This is an optimization exercise on Yosys and OpenROAD, whose aim is small area, a short achievable clock period and few clock cycles, not a production implementation. Only the layout flow was run in this run; the RTL was not checked for function there. Power is estimated from default activity; no workload was simulated.

`flow/run.sh`:
```
#!/bin/bash
# The standard layout (standard.sh, with the standard flow's synthesis) with two changes:
# the port buffers are buf_2 cells, and the clock tree is built from a
# clkbuf_16 root and clkbuf_4 cluster buffers, without dummy loads.
export BUFFER_PORTS_ARGS="-buffer_cell sky130_fd_sc_hd__buf_2"
export CTS_ARGS="-sink_clustering_enable -repair_clock_nets -buf_list sky130_fd_sc_hd__clkbuf_4 -root_buf sky130_fd_sc_hd__clkbuf_16 -dont_use_dummy_load -sink_clustering_size 30"
bash standard.sh > standard.log 2>&1
```
`standard.sh`:
```
#!/bin/bash
# synth_recipe.tcl (not shown) runs the flow's synth.tcl, then flattens the netlist and writes it again
# the make line also repeats each setting of config.mk as NAME=value (left out here)
make -C /OpenROAD-flow-scripts/flow DESIGN_CONFIG=/design/flow/config.mk WORK_HOME=/design/flow/orfs CLKGATE_MAP_FILE= SYNTH_SCRIPT=/design/flow/synth_recipe.tcl "${@:-finish}"
```
`config.mk`:
```
export PLATFORM = sky130hd
export DESIGN_NAME = milight_periph
export DESIGN_NICKNAME = milight_periph
export VERILOG_FILES = /design/flow/design.v
export SDC_FILE = /design/flow/constraint.sdc
export NUM_CORES = 4
export LEC_CHECK = 0
export CAP_MARGIN = 20
export CORE_MARGIN = 2
export CORE_UTILIZATION = 40
export SETUP_SLACK_MARGIN = 3.9
export SLEW_MARGIN = 20
```
`constraint.sdc`:
```
create_clock -name core_clock -period 6.0 [get_ports {clk}]
set_input_delay 1.2000 -clock core_clock [delete_from_list [all_inputs] [get_ports {clk}]]
set_output_delay 1.2000 -clock core_clock [all_outputs]
set_load 0.01 [all_outputs]
```
`design.v`:
```
module milight_bus #(
    parameter [7:0] DEFINED      = 8'h3F,   
    parameter       FLAG_IDX     = 1,       
    parameter [7:0] K3           = 8'h00,   
    parameter [7:0] K4           = 8'h00,   
    parameter       ATTN_EN      = 1,       
    parameter       ATTN_REL_EN  = 1,       
    parameter       ATTN_ACTIVE  = 1,       
    parameter [2:0] T_ASSERT     = 3'd3,
    parameter [2:0] T_HOLD       = 3'd7,
    parameter [2:0] T_RASSERT    = 3'd3,
    parameter [2:0] T_RHOLD      = 3'd7
) (
    input  wire       clk,
    input  wire       rst,         
    input  wire       do_act,      
    input  wire       do_cfg,      
    input  wire       do_start,    
    input  wire       do_tick,
    input  wire       do_step,
    input  wire       do_arb,
    input  wire       do_tmo,
    input  wire       do_wstart,   
    input  wire       do_wread,
    input  wire       do_wstop,
    input  wire [7:0] p,
    input  wire       match,       
    output wire       ready_ok,    
    output wire       idle,        
    output wire       en,          
    output wire       step_ok,
    output wire       fe_rd_o,
    output wire       fe_wr_o,
    output wire       fe_act_o,
    output wire [6:0] own_addr_o,
    output reg  [7:0] head,        
    output reg        attn_pin
);
    localparam [2:0] P_IDLE = 3'b000, P_CLEARED = 3'b001, P_RASSERT = 3'b010,
                     P_RHOLD = 3'b011, P_SET = 3'b100, P_ASSERT = 3'b101,
                     P_HOLD = 3'b110;
    localparam [0:0] PIN_IDLE = (ATTN_ACTIVE == 0);
    reg  [1:0] cc;           
    reg        engine_en;
    reg  [6:0] own_addr;
    reg        fe_rd, fe_wr, fe_active;
    reg  [2:0] phase;
    reg  [7:0] seq_mask;
    reg  [2:0] timer;
    reg  [1:0] s0_cc, s1_cc;   
    reg  [7:0] s0_fl, s1_fl;
    reg        ptr;            
    reg  [2:0] cnt;            
    reg  [2:0] h;              
    assign en       = engine_en;
    assign ready_ok = engine_en && (cc != 2'd0);
    assign idle     = (phase == P_IDLE);
    wire   tz       = (timer == 3'd0);
    assign step_ok  = !idle && tz;
    assign fe_rd_o  = fe_rd;
    assign fe_wr_o  = fe_wr;
    assign fe_act_o = fe_active;
    assign own_addr_o = own_addr;
    wire [7:0] flags = phase[2] ? (seq_mask & DEFINED) : 8'h00;
    wire       cnt8_7  = !cnt[2] && !cnt[1];
    wire       cnt3    =  cnt[2] && !cnt[1];
    wire [4:0] hi      = {h[2] & !h[1], h[2] & h[1], h[1] & h[0], !h[1] & h[0], !h[2] & !h[0]};
    wire       from_s1 = ptr ^ cnt8_7;
    wire [1:0] s_cc    = from_s1 ? s1_cc : s0_cc;
    wire [7:0] s_fl    = (from_s1 ? s1_fl : s0_fl) & DEFINED;
    wire       s_cfg   = (s_cc != 2'd0);
    always @* begin
        head = 8'h00;
        if (hi[0]) head = head | {5'd0, s_cc == 2'd3, s_cfg, s_cc == 2'd2};
        if (hi[FLAG_IDX]) head = head | s_fl;
        if (hi[3] && s_cfg) head = head | K3;
        if (hi[4] && s_cfg) head = head | K4;
    end
    wire addr_r = do_wstart && match && p[0];
    wire pop    = do_wread && fe_rd;
    wire refill = addr_r || (pop && cnt3);
    always @(posedge clk) begin
        if (rst) begin
            cc        <= 2'd0;
            engine_en <= 1'b0;
            fe_rd     <= 1'b0;
            fe_wr     <= 1'b0;
            fe_active <= 1'b0;
            phase     <= P_IDLE;
            timer     <= 3'd0;
            attn_pin  <= PIN_IDLE;
        end else begin
            if (do_act && ready_ok && idle) begin
                seq_mask <= p;
                phase    <= P_SET;
            end
            if (do_cfg && idle)
                cc <= {p[0] | p[2], ~p[0]};
            if (do_start && !engine_en) begin
                own_addr  <= p[6:0];
                engine_en <= 1'b1;
            end
            if (do_tick && !tz)
                timer <= timer - 3'd1;
            if (do_step && tz) case (phase)
                P_SET: begin
                    timer    <= T_ASSERT;
                    phase    <= P_ASSERT;
                    attn_pin <= (ATTN_EN != 0) ? ~PIN_IDLE : PIN_IDLE;
                end
                P_ASSERT: begin
                    timer    <= T_HOLD;
                    phase    <= P_HOLD;
                    attn_pin <= PIN_IDLE;
                end
                P_HOLD: phase <= P_CLEARED;
                P_CLEARED: begin
                    if (ATTN_REL_EN != 0) begin
                        timer    <= T_RASSERT;
                        phase    <= P_RASSERT;
                        attn_pin <= ~PIN_IDLE;
                    end else begin
                        phase    <= P_IDLE;
                    end
                end
                P_RASSERT: begin
                    timer    <= T_RHOLD;
                    phase    <= P_RHOLD;
                    attn_pin <= PIN_IDLE;
                end
                P_RHOLD: phase <= P_IDLE;
                default: ;
            endcase
            if (do_arb) fe_rd <= 1'b0;
            if (do_tmo || do_wstop) begin
                fe_rd     <= 1'b0;
                fe_wr     <= 1'b0;
                fe_active <= 1'b0;
            end
            if (do_wstart) begin
                fe_rd <= match &&  p[0];
                fe_wr <= match && !p[0];
                if (match) fe_active <= 1'b1;
            end
            if (pop && p[0]) fe_rd <= 1'b0;
        end
    end
    always @(posedge clk) begin
        if (refill) begin
            ptr <= ~ptr;
            if (ptr) begin
                s0_cc <= cc;
                s0_fl <= flags;
            end else begin
                s1_cc <= cc;
                s1_fl <= flags;
            end
        end
        if (addr_r) begin
            cnt <= 3'b111;
            h   <= 3'b000;
        end else if (pop) begin
            cnt <= {cnt[1:0], ~cnt[2]};
            h   <= {h[1:0], !h[2] && !h[1]};
        end
    end
endmodule
module milight_periph (
    input  wire        clk,
    input  wire        rst,
    input  wire        in_valid,
    output wire        in_ready,
    input  wire [1:0]  in_kind,
    input  wire [15:0] in_word,
    output reg         out_valid,
    output reg  [7:0]  out_data,
    output wire [1:0]  attn
);
    localparam [3:0] A_00      = 4'd0,    
                     A_01      = 4'd1,    
                     A_FF      = 4'd2,    
                     A_TICK    = 4'd3,
                     A_ACT     = 4'd4,    
                     A_ACT_BAD = 4'd5,    
                     A_CFG     = 4'd6,    
                     A_CFG_BAD = 4'd7,    
                     A_START   = 4'd8,
                     A_STEP    = 4'd9,
                     A_ARB     = 4'd10,
                     A_TMO     = 4'd11,
                     A_WSTART  = 4'd12,
                     A_WWRITE  = 4'd13,
                     A_WREAD   = 4'd14,
                     A_WSTOP   = 4'd15;
    wire [3:0] cmd_op  = in_word[15:12];
    wire [3:0] cmd_bus = in_word[11:8];
    wire [7:0] ip      = in_word[7:0];
    wire [3:0] sq_op   = in_word[7:4];
    wire [3:0] sq_bus  = in_word[3:0];
    wire [1:0] wk      = in_word[9:8];
    wire [7:0] defd     = cmd_bus[0] ? 8'hC6 : 8'h3F;
    wire       mask_bad = (ip == 8'h00) || ((ip & ~defd) != 8'h00);
    wire       class_ok = (ip == 8'h02) || (ip == 8'h03) || (ip == 8'h06);
    wire       cbus_bad = (cmd_bus[3:1] != 3'd0);
    reg  [3:0] act_d;
    reg        bus_d;
    always @* begin
        act_d = A_FF;
        bus_d = in_kind[0];
        case (in_kind)
            2'd0: begin
                bus_d = cmd_bus[0];
                case (cmd_op)
                    4'h1: act_d = cbus_bad ? A_01 : mask_bad ? A_ACT_BAD : A_ACT;
                    4'h2: act_d = cbus_bad ? A_01 : class_ok ? A_CFG : A_CFG_BAD;
                    4'h3: act_d = ip[7] ? A_FF : cbus_bad ? A_01 : A_START;
                    4'hF: act_d = (in_word[11:0] == 12'h000) ? A_00 : A_FF;
                    default: act_d = A_FF;
                endcase
            end
            2'd1: begin
                bus_d = sq_bus[0];
                if (sq_bus[3:1] == 3'd0) case (sq_op)
                    4'h1: act_d = A_TICK;
                    4'h2: act_d = A_STEP;
                    4'h3: act_d = A_01;
                    4'h4: act_d = A_ARB;
                    4'h5: act_d = A_TMO;
                    default: act_d = A_FF;
                endcase
            end
            default: case (wk)
                2'b00: act_d = A_WSTART;
                2'b01: act_d = A_WWRITE;
                2'b10: act_d = (ip[7:1] != 7'd0) ? A_FF : A_WREAD;
                default: act_d = (ip != 8'h00) ? A_FF : A_WSTOP;
            endcase
        endcase
    end
    reg        v;
    reg        brst;       
    reg  [4:0] ab;         
    wire [3:0] act = ab[3:0];
    wire       bq  = ab[4];
    reg  [7:0] p;
    reg        match0, match1;    
    reg        rdy;
    wire       en0, en1;
    wire [6:0] own0, own1;
    wire       accept = in_valid && rdy;
    assign     in_ready = rdy;
    always @(posedge clk) begin
        v      <= accept && !rst;
        brst   <= rst || (accept && in_kind == 2'd0 && in_word == 16'hF000);
        ab     <= {bus_d, act_d};
        p      <= ip;
        match0 <= !brst && en0 && (ip[7:1] == own0);
        match1 <= !brst && en1 && (ip[7:1] == own1);
        rdy    <= rst || !(accept && in_kind == 2'd0 && cmd_op == 4'h3);
    end
    wire a_act   = v && (act == A_ACT);
    wire a_cfg   = v && (act == A_CFG);
    wire a_start = v && (act == A_START);
    wire a_tick  = v && (act == A_TICK);
    wire a_step  = v && (act == A_STEP);
    wire a_arb   = v && (act == A_ARB);
    wire a_tmo   = v && (act == A_TMO);
    wire a_wst   = v && (act == A_WSTART);
    wire a_wrd   = v && (act == A_WREAD);
    wire a_wsp   = v && (act == A_WSTOP);
    wire       rok0, idle0, sok0, frd0, fwr0, fac0;
    wire       rok1, idle1, sok1, frd1, fwr1, fac1;
    wire [7:0] head0, head1;
    milight_bus #(
        .DEFINED(8'h3F), .FLAG_IDX(1), .K3(8'h00), .K4(8'h00),
        .ATTN_EN(1), .ATTN_REL_EN(1), .ATTN_ACTIVE(0),
        .T_ASSERT(3'd3), .T_HOLD(3'd7), .T_RASSERT(3'd3), .T_RHOLD(3'd7)
    ) u_bus0 (
        .clk(clk), .rst(brst),
        .do_act(a_act && !bq), .do_cfg(a_cfg && !bq), .do_start(a_start && !bq),
        .do_tick(a_tick && !bq), .do_step(a_step && !bq),
        .do_arb(a_arb && !bq), .do_tmo(a_tmo && !bq),
        .do_wstart(a_wst && !bq), .do_wread(a_wrd && !bq), .do_wstop(a_wsp && !bq),
        .p(p), .match(match0),
        .ready_ok(rok0), .idle(idle0), .en(en0), .step_ok(sok0), .fe_rd_o(frd0),
        .fe_wr_o(fwr0), .fe_act_o(fac0), .own_addr_o(own0), .head(head0), .attn_pin(attn[0])
    );
    milight_bus #(
        .DEFINED(8'hC6), .FLAG_IDX(2), .K3(8'h5A), .K4(8'h81),
        .ATTN_EN(1), .ATTN_REL_EN(0), .ATTN_ACTIVE(1),
        .T_ASSERT(3'd2), .T_HOLD(3'd5), .T_RASSERT(3'd2), .T_RHOLD(3'd5)
    ) u_bus1 (
        .clk(clk), .rst(brst),
        .do_act(a_act && bq), .do_cfg(a_cfg && bq), .do_start(a_start && bq),
        .do_tick(a_tick && bq), .do_step(a_step && bq),
        .do_arb(a_arb && bq), .do_tmo(a_tmo && bq),
        .do_wstart(a_wst && bq), .do_wread(a_wrd && bq), .do_wstop(a_wsp && bq),
        .p(p), .match(match1),
        .ready_ok(rok1), .idle(idle1), .en(en1), .step_ok(sok1), .fe_rd_o(frd1),
        .fe_wr_o(fwr1), .fe_act_o(fac1), .own_addr_o(own1), .head(head1), .attn_pin(attn[1])
    );
    wire       rok  = bq ? rok1  : rok0;
    wire       idle = bq ? idle1 : idle0;
    wire       en   = bq ? en1   : en0;
    wire       sok  = bq ? sok1  : sok0;
    wire       frd  = bq ? frd1  : frd0;
    wire       fwr  = bq ? fwr1  : fwr0;
    wire       fac  = bq ? fac1  : fac0;
    wire [7:0] head = bq ? head1 : head0;
    reg [7:0] resp;
    always @* begin
        case (act)
            A_00, A_TICK, A_WSTOP: resp = 8'h00;
            A_01:      resp = 8'h01;
            A_FF:      resp = 8'hFF;
            A_ACT:     resp = !rok ? 8'h01 : !idle ? 8'h02 : 8'h00;
            A_ACT_BAD: resp = !rok ? 8'h01 : !idle ? 8'h02 : 8'h03;
            A_CFG:     resp = !idle ? 8'h02 : 8'h00;
            A_CFG_BAD: resp = !idle ? 8'h02 : 8'hFF;
            A_START:   resp = {6'd0, en, 1'b0};
            A_STEP:    resp = {7'd0, !sok};
            A_ARB:     resp = {7'd0, !frd};
            A_TMO:     resp = {7'd0, !fac};
            A_WSTART:  resp = {7'd0, !(bq ? match1 : match0)};
            A_WWRITE:  resp = {7'd0, !fwr};
            default:   resp = frd ? head : 8'hFF;    
        endcase
    end
    always @(posedge clk) begin
        if (rst) out_valid <= 1'b0;
        else     out_valid <= v;
        out_data <= resp;
    end
endmodule
```
==> results.txt <==
what timing repair did:
action	CTS	global route
gates resized for setup	28	13
cloned	0	0
setup buffers	7	7
setup endpoints to repair	55	52
endpoints found under the hold margin	0	0
pin swaps	11	10
Yosys cell counts (all sizes together), types with 4 or more instances:
cell	number
a211oi	7
a21o	4
a21oi	24
a221oi	7
a2bb2oi	4
and2	16
buf	8
clkbuf	18
dfxtp	65
edfxtp	54
ha	4
inv	19
mux2i	25
nand2	50
nand2b	8
nand3	12
nand3b	6
nand4	6
nor2	42
nor2b	7
nor3	19
nor3b	4
nor4	11
nor4b	5
o211ai	5
o21a	7
o21ai	29
or3b	5
or4	4
xnor2	15
xor2	5
metal layers:
metal  part of all wire, %  vias up  wire, µm  track usage, %
li1                      -     1974         -               -
met1                    46     1826      5220            21.3
met2                    46      122      5330            26.2
met3                   4.8       29       553            4.91
met4                   3.2        0       362            7.85
met5                     0        -         0               0
critical path, cell delays in order:
cell	delay, ns
buf_12	0.11
nor4_4	0.29
nand3b_1	0.16
or3b_4	0.41
a221oi_2	0.26
o31ai_1	0.08
power groups by stage:
stage               Clock, mW  Sequential, mW  Combinational (mW)
finish                  0.384           0.870               0.101
global route            0.444           0.872               0.110
CTS                     0.407           0.870              0.0962
detailed placement          0           0.888              0.0889
global placement            0           0.888              0.0883
floorplan                   0           0.884              0.0603
layout make-up:
| type | count | area (µm²) |
|---|---|---|
| fill | 1258 | 7090 |
| sequential | 119 | 2930 |
| multi-input combinational | 359 | 2440 |
| timing repair buffer | 48 | 348 |
| tap | 176 | 220 |
| clock buffer | 17 | 145 |
| inverter | 20 | 75.1 |
per-stage QoR:
step,std cells,hold WS (ns)
after floorplan,524,0.386
after global placement,708,0.428
after detailed placement,708,0.414
after CTS,732,0.436
after global routing,739,0.439
final,739,0.437
registers in the layout (all words and copies together), names as in the netlist, 4 cells and up:
name	count
u_bus0.own_addr	7
out_data	8
u_bus1.own_addr	7
u_bus1.s0_fl	4
u_bus0.s0_fl	6
u_bus0.s1_fl	6
p	8
u_bus0.seq_mask	6
u_bus1.s1_fl	4
u_bus1.seq_mask	4
ab	5
cell families (layout without fill, tap and decap cells):
logic type / after synthesis / after routing / share of synthesized area (%)
AOI/OAI and AO/OA: 103 / 103 / 12.5
muxes: 27 / 27 / 5.31
and+or+nand+nor: 205 / 205 / 20.5
xor gates and xnor gates: 20 / 20 / 3.23
buffers and inverters: 46 / 85 / 3.58
adders and majority gates: 4 / 4 / 0.924
DFF: 119 / 119 / 54.0
how the worst min path moves through the flow:
stage | startpoint | end
global route | p[7]$_DFF_P_ | u_bus1.seq_mask[7]$_DFFE_PP_
CTS | p[7]$_DFF_P_ | u_bus1.seq_mask[7]$_DFFE_PP_
floorplan | p[7]$_DFF_P_ | u_bus1.seq_mask[7]$_DFFE_PP_
detailed placement | p[7]$_DFF_P_ | u_bus1.seq_mask[7]$_DFFE_PP_
global placement | p[7]$_DFF_P_ | u_bus1.seq_mask[7]$_DFFE_PP_
finish | p[7]$_DFF_P_ | u_bus1.seq_mask[7]$_DFFE_PP_
==> flow_summary_export.csv <==
group,metric,value,unit
clock_network,cts_tree,"done",
power_and_ir_drop,p_seq_share,64.2,%
yosys,ys_ff_latch,119,
power_and_ir_drop,p_int,1.05,mW
yosys,synth_cell_types,61,
yosys,synth_edf_count,54,
timing,worst-slew-pin-transition,0.545,ns
route,drt_first_pass_iters,4,
status,outcome,"finished clean",
clock_network,clockRootBuffer,"clkbuf_16",
yosys,postSynthCellCount,524,
power_and_ir_drop,swShare,22.3,%
timing,drv_slew,0,
yosys,synth_area_leader_cell,"edfxtp_1",
yosys,yosysSeqAreaShare,54.0,%
timing,max_slew_margin,63.3,%
grt,grt_max_degree,28,
cells_and_area,drive_gt1_share,18.7,%
clock_network,cts_hold_buf,0,
route,drt_iter0_drc,359,
place,port_buffers,32,
power_and_ir_drop,p_leak,2.19,nW
power_and_ir_drop,ir_drop,0.000121,V
timing,finalCritPeriodShare,38.4,%
power_and_ir_drop,p_per_area,220,nW/µm²
cells_and_area,syn_to_final_growth,13.6,%
place,pre_cts_ws,3.19,ns
setup_path,setup.worst_path.end,"ab[1]$_DFF_P_",
route,viasPerCell,5.35,
floorplan,die_x,120,µm
clock_network,htreeDepth,4,
yosys,synth_top_cells_by_area,"edfxtp_1, dfxtp_1, mux2i_1, nand2_1, nor2_1",
setup_path,ff2ff_setup_slack,3.83,ns
job,drv_cap,0,
grt,grt_antenna_before_repair,0,
clock_network,cts_buffers,17,
timing,fin_ws,3.70,ns
timing,max_freq,0.434,GHz
setup_path,rr_endpoint,"u_bus1.s1_fl[2]$_DFFE_PP_",
cells_and_area,final_common_cell,"dfxtp_1",
grt,grt_usage,16.7,%
cells_and_area,diodes,0,
cells_and_area,final_net_count,590,
setup_path,worstPathArrival,2.52,ns
timing,final.setup.tns,0,ns
setup_path,crit_path_end_kind,"flip-flop",
setup_path,required,6.21,ns
grt,overflow,0,
yosys,avgSynthCellArea,10.3,µm²
setup_path,worstSetupStartpointType,"input port",
setup_path,setup.worst_path.start,"in_word[4]",
place,hpwl,8130,µm
floorplan,dieHeight,120,µm
grt,grt_pass1_vias,3767,
timing,rsz0062_at_grt,"yes",
setup_path,path_max_fanout,6,
setup_path,setup.worst_path.class,"input port to flip-flop",
clock_network,cts.sinks,119,
timing,setup_viol,0,
route,vias,3951,
power_and_ir_drop,p_clk_share,28.3,%
timing,fin_skew,0.0317,ns
min_path,hold_class,"flip-flop to flip-flop",
power_and_ir_drop,switching_power,302,µW
cells_and_area,layout_common_cells,"dfxtp_1, edfxtp_1, nand2_1",
yosys,yosys_warnings,3,
clock_network,clk_path_buf_depth,2,
floorplan,rows,42,
power_and_ir_drop,power,1.36,mW
yosys,async_reset_ff_share,0,%
route,drc_errors,0,
yosys,ys.flop_type,"dfxtp_1",
power_and_ir_drop,combinationalPowerShare,7.5,%
route,ant_nets,0,
yosys,syn_nets,549,
min_path,hold_path_depth,0,
place,place_congestion,0.882,
route,post_drt_wl_per_cell,15.5,µm
floorplan,core_area,13200,µm²
floorplan,die-area,14500,µm²
floorplan,start_util,40.9,%
yosys,netlist.area_leader.share,29.9,%
place,postPlaceCellArea,5730,µm²
grt,grt_pass1_wl,18700,µm
yosys,synth_area,5420,µm²
timing,final.min_clock_period,2.30,ns
setup_path,timing.rr.start,"v$_DFF_P_",
route,routed_wl,11500,µm
timing,hold_violations,0,
clock_network,clock_latency,0.36,ns
setup_path,r2r_cells,5,
clock_network,clk_pin_slew_worst_paths,0.08,ns
cells_and_area,design_area,6150,µm²
floorplan,ios,33,
cells_and_area,fin_util,46.5,%

[afterwards: timing with drivers on the ports]
In the flow no input, the clock included, has a driving cell. The finished layout below was timed again as built, in two steps.
Step 1, drivers: a clkbuf_16 drives clk and a buf_2 each remaining input, both assumed.
Step 2 moves the port delays by t, midway between the first and last clock arrival at a register: inputs arrive t later, outputs are due t later. That takes back most of the time a late clock gives input paths.
Three values: ideal, step 1, step 2; two values: the first two.
t (ns): 0.373
slack for setup (ns): 3.695 / 3.684 / 3.311
worst setup path at the end: input to register
clock arrival spread, ns: 0.041 / 0.040
worst data-port slew with drivers (ns): 0.06
After both steps this run still meets setup and hold. The setup slack of this run moves by -0.011 ns with the drivers and by -0.384 ns with both steps.
